This is an optimization exercise on Yosys and OpenROAD, whose aim is small area, a short achievable clock period and few clock cycles per item, not a production implementation.
RTL that was checked went through simulation tests only; none was proved equivalent to the original.

== build 6 ==
## ws_frame_rx
module ws_frame_rx (
  input  wire        clk,
  input  wire        rst,
  input  wire        in_valid,
  input  wire [7:0]  in_data,
  output wire        in_ready,
  output wire        ev_valid,
  input  wire        ev_ready,
  output wire        ev_crc_err,
  output wire [1:0]  ev_tag,
  output wire [7:0]  ev_command,
  output wire [7:0]  ev_status,
  output wire [7:0]  ev_length,
  output wire [63:0] ev_raw,
  output wire [63:0] ev_value1,
  output wire [63:0] ev_value2,
  output wire [15:0] ev_stored,
  output wire [15:0] ev_computed
);
For scale: ~1,700 cells after synthesis, about 0.015 mm² of cells after synthesis.
==> module ws_crc16_byte, before the edit <==
module ws_crc16_byte (
  input  wire [15:0] crc_in,
  input  wire [7:0]  data,
  output reg  [15:0] crc_out
);
  integer i;
  always @* begin
    crc_out = crc_in ^ {data, 8'h00};
    for (i = 0; i < 8; i = i + 1) begin
      if (crc_out[15])
        crc_out = {crc_out[14:0], 1'b0} ^ 16'h1021;
      else
        crc_out = {crc_out[14:0], 1'b0};
    end
  end
endmodule
==> module ws_f32_to_f64, before the edit <==
module ws_f32_to_f64 #(
  parameter TRACTION = 1            
) (
  input  wire [1:0]  mode,
  input  wire [15:0] n,             
  input  wire [15:0] w,             
  input  wire [31:0] f,             
  output reg  [23:0] lv,            
  output reg  [10:0] ex0            
);
  wire [7:0]  e   = f[30:23];
  wire [15:0] mag = n[15] ? (16'd0 - n) : n;
  always @* begin
    if (mode[0]) begin
      lv  = {(e != 8'd0), f[22:0]};
      ex0 = (e == 8'hFF) ? 11'h7FF : (e == 8'd0) ? 11'd897 : ({3'd0, e} + 11'd896);
    end else if (TRACTION && mode[1]) begin
      lv  = {w, 8'd0};
      ex0 = 11'd1035;
    end else begin
      lv  = {mag, 8'd0};
      ex0 = 11'd1036;
    end
  end
endmodule
clock: 9.0 ns
lec_check: 0
abc_area: 1
cap_margin: 20
core_margin: 2
core_utilization: 50
cts_buf_list: sky130_fd_sc_hd__clkbuf_8
cts_cluster_diameter: 50
cts_cluster_size: 20
place_density: 0.6
setup_slack_margin: 5
slew_margin: 20
standard.sh (not shown) runs the stock make flow with config.mk's settings and CLKGATE_MAP_FILE= SYNTH_SCRIPT=/design/flow/synth_recipe.tcl, a recipe that flattens the netlist after the stock synthesis.
==> flow/flow/run.sh <==
#!/bin/bash
# Own flow: the standard layout (standard.sh, unchanged synthesis) with
# a tighter setup target for repair_timing and the smallest buffer on the
# ports. All tool output goes to logs in this folder.
set -euo pipefail
MARGIN=${MARGIN:-5.8}
sed -e "s/SETUP_SLACK_MARGIN=[0-9.]*/SETUP_SLACK_MARGIN=$MARGIN/" \
    -e "s|\"\${@:-finish}\"|BUFFER_PORTS_ARGS='-buffer_cell sky130_fd_sc_hd__buf_1' \"\${@:-finish}\"|" \
    standard.sh > standard_own.sh
bash standard_own.sh > standard_own.log 2>&1
Testbench counts of build 6, summed over its fixed seeds: cycles 24,942, bytes 24,934.
What build 24 does differently from build 6 at the input level:
==> flow/design.v, changed modules only <==
module ws_crc16_byte (
  input  wire [15:0] crc_in,
  input  wire [7:0]  data,
  output wire [15:0] crc_out
);
  wire [7:0]  x0 = crc_in[15:8] ^ data;
  wire [7:0]  x  = x0 ^ {4'd0, x0[7:4]};
  assign crc_out = {crc_in[7:0], 8'd0} ^ {x[3:0], 12'd0} ^ {3'd0, x, 5'd0} ^ {8'd0, x};
endmodule
module ws_f32_to_f64 #(
  parameter TRACTION = 1            
) (
  input  wire [1:0]  mode,
  input  wire [15:0] n,             
  input  wire [15:0] w,             
  input  wire [31:0] f,             
  output wire [23:0] lv,            
  output wire [10:0] ex0            
);
  wire [7:0] e    = f[30:23];
  wire       e_z  = (e == 8'd0);
  wire       e_ff = (e == 8'hFF);
  wire [15:0] low_set;
  assign low_set[0] = 1'b0;
  genvar i;
  generate
    for (i = 1; i < 16; i = i + 1) begin : g_abs
      assign low_set[i] = low_set[i-1] | n[i-1];
    end
  endgenerate
  wire [15:0] mag = n ^ ({16{n[15]}} & low_set);
  wire hr = mode[0];
  wire tr = (TRACTION != 0) && mode[1] && !mode[0];
  wire nm = !hr && !tr;
  assign lv = ({24{hr}} & {!e_z, f[22:0]})
            | ({24{tr}} & {w, 8'd0})
            | ({24{nm}} & {mag, 8'd0});
  wire [10:0] ex_hr = e_ff ? 11'h7FF : e_z ? 11'd897 :
                      {e[7], {3{!e[7]}}, e[6:0]};
  assign ex0 = hr ? ex_hr : tr ? 11'd1035 : 11'd1036;
endmodule
Findings:
- Build 6 vs build 24, worst setup path startpoint: u_framer.ev_tag[0] vs u_eng1.frac[51]
- Going from build 6 to build 24, setup fix buffers added after clock tree synthesis higher, total number of cells along the worst setup path neither gained nor lost much, average routed wire per standard cell saw little to no change.
- Wire: build 24 routes less than build 6
- Diff build 6 -> build 24: total of plain and repair buffers excluding clock buffers went up about 3.4%; area share of fa/ha/maj cells after synthesis held steady.
- Comparing build 24 and build 6, area share of xor/xnor cells in the synthesized design is higher on build 24.
Only the layout flow was run in build 24; the RTL was not checked for function there.

separate check: timing with driven ports:
The results above use ideal ports. As a check the final layouts listed here were re-extracted and re-timed, cells and wires unchanged. Step 1: set_driving_cell puts a clkbuf_16 on clk and a buf_2 on each other input, an assumption about the parent block. Step 2 moves the port delays by t, midway between the first and last clock arrival at a register: inputs arrive t later, outputs are due t later. That takes back most of the time a late clock gives input paths. Three values: ideal ports, drivers, drivers and shift; two values: the first two.
run | t (ns) | slack for setup (ns) | slew at the worst register clock pin (ns) | worst slew at a driven data input, ns
build 6 | 0.593 | 5.868 / 5.819 / 5.496 | 0.11 / 0.11 | 0.03
build 24 | 0.651 | 5.852 / 5.805 / 5.505 | 0.11 / 0.11 | 0.03
After both steps every run listed still meets setup and hold. For build 6, which loses most, drivers alone change the setup slack by -0.049 ns; drivers and shift together by -0.372 ns.
